From an optimization exercise on the open Yosys and OpenROAD flow, aimed at small area, a short achievable clock period and few clock cycles per item; shortcuts taken in it are not production practice.
At most, simulation tests tie the RTL to the original design; equivalence was not proved.
Power and IR drop assume default switching activity.

==> inputs of exp/xenon <==
## crsf_cmd
module crsf_cmd (
    input  wire       clk,
    input  wire       rst,         
    input  wire       in_valid,
    input  wire [7:0] in_data,
    output wire       in_ready,
    output wire       out_valid,
    output wire [7:0] out_data,
    input  wire       out_ready
);
Settings: LEC_CHECK=0, CAP_MARGIN=20, CORE_MARGIN=2, CORE_UTILIZATION=40, SLEW_MARGIN=20; clock period 16.0 ns.
run.sh (not shown) runs the stock make flow with config.mk's settings and CLKGATE_MAP_FILE= SYNTH_SCRIPT=/design/flow/synth_recipe.tcl, a recipe that flattens the netlist after the stock synthesis.
==> inputs of exp/cedar, as changes to exp/xenon <==
==> flow/flow/run.sh (new file) <==
#!/bin/bash
# Standard layout, with timing repair aimed below the clock period.
set -euo pipefail
bash standard.sh SETUP_SLACK_MARGIN=11.5 finish > standard.log 2>&1
==> flow/standard.sh (new file) <==
#!/bin/bash
# synth_recipe.tcl (not shown) runs the flow's synth.tcl, then flattens the netlist and writes it again
# the make line also repeats each setting of config.mk as NAME=value (left out here)
make -C /OpenROAD-flow-scripts/flow DESIGN_CONFIG=/design/flow/config.mk WORK_HOME=/design/flow/orfs CLKGATE_MAP_FILE= SYNTH_SCRIPT=/design/flow/synth_recipe.tcl "${@:-finish}"
removed: flow/run.sh
==> inputs of exp/onyx, as changes to exp/xenon <==
--- a/flow/design.v
+++ b/flow/design.v
@@ -65,20 +65,16 @@
     reg  [1:0]   cv;           
     reg  [11:0]  res;          
     reg          o_v, s_v;
     reg  [7:0]   o_d, s_d;
     reg          in_rdy;
     wire [7:0] status = {1'b0, st_cause, 2'b00, st_multi, st_fault};
-    reg          h0v, h1v;
-    reg  [7:0]   hd, h1d;
-    reg          can_acc;      
     wire in_fire = in_valid & in_rdy;
-    wire cons    = h0v & can_acc;
     wire pop     = o_v & out_ready;
     wire       nh0  = (rem[15:8] == 8'd0);
-    wire [15:0] nlen = {rem[15:8], hd};
+    wire [15:0] nlen = {rem[15:8], in_data};
     reg  [2:0] hcause;
     always @(*) begin
         case (cls)
             K_NOP, K_RST, K_STA, K_INI: hcause = (nlen == 16'd0)  ? 3'd0 : 3'd2;
             K_FEED, K_SPAN:             hcause = 3'd0;
             K_PACK:                     hcause = (nlen == 16'd32) ? 3'd0 : 3'd2;
@@ -200,33 +196,12 @@
                     rp = 1'b1; rb = crc; fin = 1'b1;
                 end
                 default: ;
             endcase
         end
     end
-    always @(*) begin
-        can_acc = 1'b0;
-        case (ip)
-            I_OP: can_acc = (oc == 7'd0) && !s_v;
-            I_LH: can_acc = 1'b1;
-            I_LL: can_acc = !s_v;
-            default: begin
-                if (f)
-                    can_acc = 1'b1;
-                else case (cls)
-                    K_PACK: can_acc = !dcnt[0] || (p >= 5'd11) ||
-                                      (p >= 5'd3 && oc >= 7'd5 && p <= 5'd13 && !s_v);
-                    K_UNP:  can_acc = (dcnt >= 5'd22) || (p >= 5'd8) ||
-                                      (oc >= 7'd5 && !oc[0] && !s_v);
-                    K_T2U:  can_acc = (dcnt != 5'd0) || (oc == 7'd1 && !s_v);
-                    K_SER:  can_acc = (oc == 7'd5 || oc >= 7'd7) && !s_v;
-                    default: can_acc = 1'b1;
-                endcase
-            end
-        endcase
-    end
     wire rpush = rp & !s_v;
     reg  [1:0]   ip_n;
     reg  [3:0]   cls_n;
     reg          f_n;
     reg  [15:0]  rem_n;
     reg  [4:0]   dcnt_n;
@@ -246,43 +221,43 @@
     reg  [10:0]  pw;
     always @(*) begin
         ip_n = ip; cls_n = cls; f_n = f; rem_n = rem; dcnt_n = dcnt; oc_n = oc;
         crc_n = crc; crcacc_n = crcacc;
         st_fault_n = st_fault; st_multi_n = st_multi; st_cause_n = st_cause;
         acc_n = acc; p_n = p; hb_n = hb; lb_n = lb; cv_n = cv; res_n = res;
-        ipush = 1'b0; ib = hd; flt = 1'b0; flt_c = 3'd0;
-        pw = hb[7] ? 11'd0 : (|hb[6:3]) ? 11'd2047 : {hb[2:0], hd};
+        ipush = 1'b0; ib = in_data; flt = 1'b0; flt_c = 3'd0;
+        pw = hb[7] ? 11'd0 : (|hb[6:3]) ? 11'd2047 : {hb[2:0], in_data};
         if (cv == 2'd1) begin
             cv_n  = 2'd2;
             res_n = (cls == K_U2T) ? u2t_s1 : t2u_us;
         end
         if (rpush) begin
             oc_n = fin ? 7'd0 : oc + 7'd1;
             if (p_pop8)  p_n = p + 5'd8;
             if (p_pop11) p_n = p + 5'd11;
             if (cv_take) res_n = cv_out;
             if (fin && cls == K_FEED) crcacc_n = crc;
         end
-        if (cons) begin
+        if (in_fire) begin
             case (ip)
                 I_OP: begin
-                    cls_n  = op_class(hd);
+                    cls_n  = op_class(in_data);
                     f_n    = 1'b0;
                     dcnt_n = 5'd0;
                     cv_n   = 2'd0;
                     p_n    = W;
                     ipush  = 1'b1;
                     oc_n   = 7'd1;
                     ip_n   = I_LH;
                 end
                 I_LH: begin
-                    rem_n[15:8] = hd;
+                    rem_n[15:8] = in_data;
                     ip_n = I_LL;
                 end
                 I_LL: begin
-                    rem_n[7:0] = hd;
+                    rem_n[7:0] = in_data;
                     ip_n = (nlen == 16'd0) ? I_OP : I_DATA;
                     crc_n = (cls == K_FEED) ? crcacc : 8'h00;
                     if (hcause != 3'd0) begin
                         f_n = 1'b1; flt = 1'b1; flt_c = hcause;
                         ipush = 1'b1; ib = {5'd0, hcause};
                         oc_n = 7'd2;
@@ -299,43 +274,43 @@
                 default: begin  
                     rem_n  = rem - 16'd1;
                     dcnt_n = dcnt + {4'd0, dcnt != 5'd31};
                     if (rem == 16'd1) ip_n = I_OP;
                     if (!f) begin
                         case (cls)
-                            K_FEED, K_SPAN: crc_n = crc8_step(crc, hd);
+                            K_FEED, K_SPAN: crc_n = crc8_step(crc, in_data);
                             K_SER: begin
                                 ipush = 1'b1;
                                 oc_n  = oc + 7'd1;
-                                if (dcnt != 5'd0) crc_n = crc8_step(crc, hd);
+                                if (dcnt != 5'd0) crc_n = crc8_step(crc, in_data);
                             end
                             K_PACK: begin
-                                if (!dcnt[0]) hb_n = hd;
+                                if (!dcnt[0]) hb_n = in_data;
                                 else begin
                                     acc_n = {pw, acc[W-1:11]};
                                     p_n   = p_n - 5'd11;
                                 end
                             end
                             K_UNP: if (dcnt < 5'd22) begin
-                                acc_n = {hd, acc[W-1:8]};
+                                acc_n = {in_data, acc[W-1:8]};
                                 p_n   = p_n - 5'd8;
                             end
                             K_U2T, K_T2U: begin
                                 if (dcnt == 5'd0) begin
-                                    hb_n = hd;
+                                    hb_n = in_data;
                                     if (cls == K_T2U) begin
                                         ipush = 1'b1;
                                         oc_n  = 7'd2;
-                                        if (|hd[7:3]) begin
+                                        if (|in_data[7:3]) begin
                                             f_n = 1'b1; flt = 1'b1; flt_c = 3'd3;
                                             ib  = 8'h03;
                                         end else
                                             ib  = 8'h00;
                                     end
                                 end else begin
-                                    lb_n = hd;
+                                    lb_n = in_data;
                                     cv_n = 2'd1;
                                 end
                             end
                             default: ;
                         endcase
                     end
@@ -349,34 +324,50 @@
             end else
                 st_multi_n = 1'b1;
         end
     end
     wire       push = rpush | ipush;
     wire [7:0] pb   = ipush ? ib : rb;
+    reg in_rdy_n;
+    wire s_v_n = s_v ? !pop : (push & o_v & !pop);
+    always @(*) begin
+        in_rdy_n = 1'b0;
+        case (ip_n)
+            I_OP: in_rdy_n = (oc_n == 7'd0) && !s_v_n;
+            I_LH: in_rdy_n = 1'b1;
+            I_LL: in_rdy_n = !s_v_n;
+            default: begin
+                if (f_n)
+                    in_rdy_n = 1'b1;
+                else case (cls_n)
+                    K_PACK: in_rdy_n = !dcnt_n[0] ||
+                                       (p_n >= 5'd11) ||
+                                       (p_n >= 5'd3 && oc_n >= 7'd5 && p_n <= 5'd13 && !s_v_n);
+                    K_UNP:  in_rdy_n = (dcnt_n >= 5'd22) || (p_n >= 5'd8) ||
+                                       (oc_n >= 7'd5 && !oc_n[0] && !s_v_n);
+                    K_T2U:  in_rdy_n = (dcnt_n != 5'd0) || (oc_n == 7'd1 && !s_v_n);
+                    K_SER:  in_rdy_n = (oc_n == 7'd5 || oc_n >= 7'd7) && !s_v_n;
+                    default: in_rdy_n = 1'b1;
+                endcase
+            end
+        endcase
+    end
     always @(posedge clk) begin
         if (rst) begin
             ip <= I_OP; cls <= K_NOP; f <= 1'b0; rem <= 16'd0; dcnt <= 5'd0;
             oc <= 7'd0; crc <= 8'h00; crcacc <= 8'h00;
             st_fault <= 1'b0; st_multi <= 1'b0; st_cause <= 3'd0;
             p <= W; cv <= 2'd0;
             o_v <= 1'b0; s_v <= 1'b0;
             in_rdy <= 1'b1;
-            h0v <= 1'b0; h1v <= 1'b0;
         end else begin
             ip <= ip_n; cls <= cls_n; f <= f_n; rem <= rem_n; dcnt <= dcnt_n;
             oc <= oc_n; crc <= crc_n; crcacc <= crcacc_n;
             st_fault <= st_fault_n; st_multi <= st_multi_n; st_cause <= st_cause_n;
             p <= p_n; cv <= cv_n;
-            if (!h0v || cons) begin
-                h0v <= h1v | in_fire;
-                h1v <= 1'b0;
-                in_rdy <= 1'b1;
-            end else if (in_fire) begin
-                h1v <= 1'b1;
-                in_rdy <= 1'b0;
-            end
+            in_rdy <= in_rdy_n;
             if (!o_v || pop) begin
                 if (s_v) begin
                     o_v <= 1'b1; o_d <= s_d;
                     s_v <= push;
                     if (push) s_d <= pb;
                 end else begin
@@ -387,13 +378,11 @@
                 s_v <= 1'b1; s_d <= pb;
             end
         end
     end
     always @(posedge clk) begin
         acc <= acc_n; hb <= hb_n; lb <= lb_n; res <= res_n;
-        if (!h0v || cons) hd <= h1v ? h1d : in_data;
-        if (in_fire) h1d <= in_data;
     end
     assign in_ready  = in_rdy;
     assign out_valid = o_v;
     assign out_data  = o_d;
 endmodule
==> flow_results.org <==
** Global route
- The number of global-route vias before repair is 10.6k.

** Critical path
- In this design, the stage delay of the slowest critical-path cell is 0.50 ns.
- Critical path startpoint category :: primary input

** Synth
- Post-Synth Adder-Cell Area :: 6.15%

** Detailed routing
- After detailed routing, the number of vias per cell comes to 6.10.
- Met3 Routed Length :: 2740 um
- The highest layer touched by signal routing is met5.

** Power and ir drop
- Clock group share of total power :: 29.0%

** Run status
- Result of the run :: complete, no violations
the above is filed under exp/cedar

==> flow_results.org <==
** STA
- Unrepaired setup endpoints after global routing :: no

** Run status
- The run finished with no timing, DRC or antenna violations.

** Critical path
- The cell that appears most often on the critical path is sky130_fd_sc_hd__a31oi_1.
- Critical path startpoint category :: primary input
- Slowest stage delay, CP :: 0.79 ns

** Cells and area
- In the final layout, multi-input gates take up 61.3% of the cell area.
- Number of non-clock buffers :: 44

** Detailed routing
- Highest metal layer with signal wires :: met4
- In the detailed route, the total length drawn on met3 is 2840 um.
- In this run, the number of DRC markers left after iteration 0 of detailed routing was 1456.

** Placed design
- Number of buffers added on ports :: 21

** Global route
- In the global route stage, met1 resource usage came out at 34.5%.
- The number of global-route vias before repair was 10.6k.

** Power and ir drop
- Clock group share of total power :: 32.3%

** Synth
- Post-Synth Adder-Cell Area :: 5.98%
the above is filed under exp/onyx

==> flow_results.org <==
** Run status
- Result of the run :: complete, no violations

** Detailed routing
- DR vias/cell :: 6.12
- The routed design uses 2460 um of met3 wire.
- Routed signal wires occupy layers up through met5.

** Critical path
- Critical path startpoint category :: register
- Slowest stage delay, CP :: 0.87 ns

** Synth
- After Yosys synthesis, full adders, half adders and majority gates account for 6.15% of the synthesized area.

** STA
- Number of failing hold endpoints at the final stage :: 0
- On the final layout, the worst hold slack is 0.481 ns.

** Global route
- Global routing consumed, on the met1 layer, 31.6% of the routing resources.
- The number of global-route vias before repair is 10.4k.

** Min path
- In this run the most critical hold path is launched from in_rdy.

** Power and ir drop
- The clock network is responsible for 29.9% of the overall power.
the above is filed under exp/xenon

Testbench counts of exp/onyx, summed over its fixed seeds: cycles 114,322, cmds 4,800.
Function not checked in exp/xenon and exp/cedar: the RTL went through the layout flow alone.

static timing again, ports no longer ideal:
The flow's constraints put no driver on any port. The routed layouts listed below were extracted and timed again, unchanged, in two steps. Step 1 assumes that a clkbuf_16 drives the clock port and a buf_2 every other input. Step 2 adds t to the input delays and takes it off the output delays; t is the mean of the earliest and latest rising clock arrival at the registers after step 1. Input paths then give back, and output paths get back, about the clock's delay inside the block. Slacks: ideal ports / drivers / drivers and shift; pairs: ideal ports / drivers.
run	t (ns)	slack for setup (ns)	worst hold slack (ns)
exp/xenon	0.490	10.855 / 10.855 / 10.855	0.481 / 0.481 / 0.481
exp/cedar	0.489	11.619 / 11.650 / 11.161	0.481 / 0.481 / 0.481
exp/onyx	0.475	9.546 / 9.573 / 9.099	0.481 / 0.481 / 0.481
After both steps every run listed still meets setup and hold. For exp/cedar, which loses most, drivers alone change the setup slack by +0.031 ns; drivers and shift together by -0.458 ns.
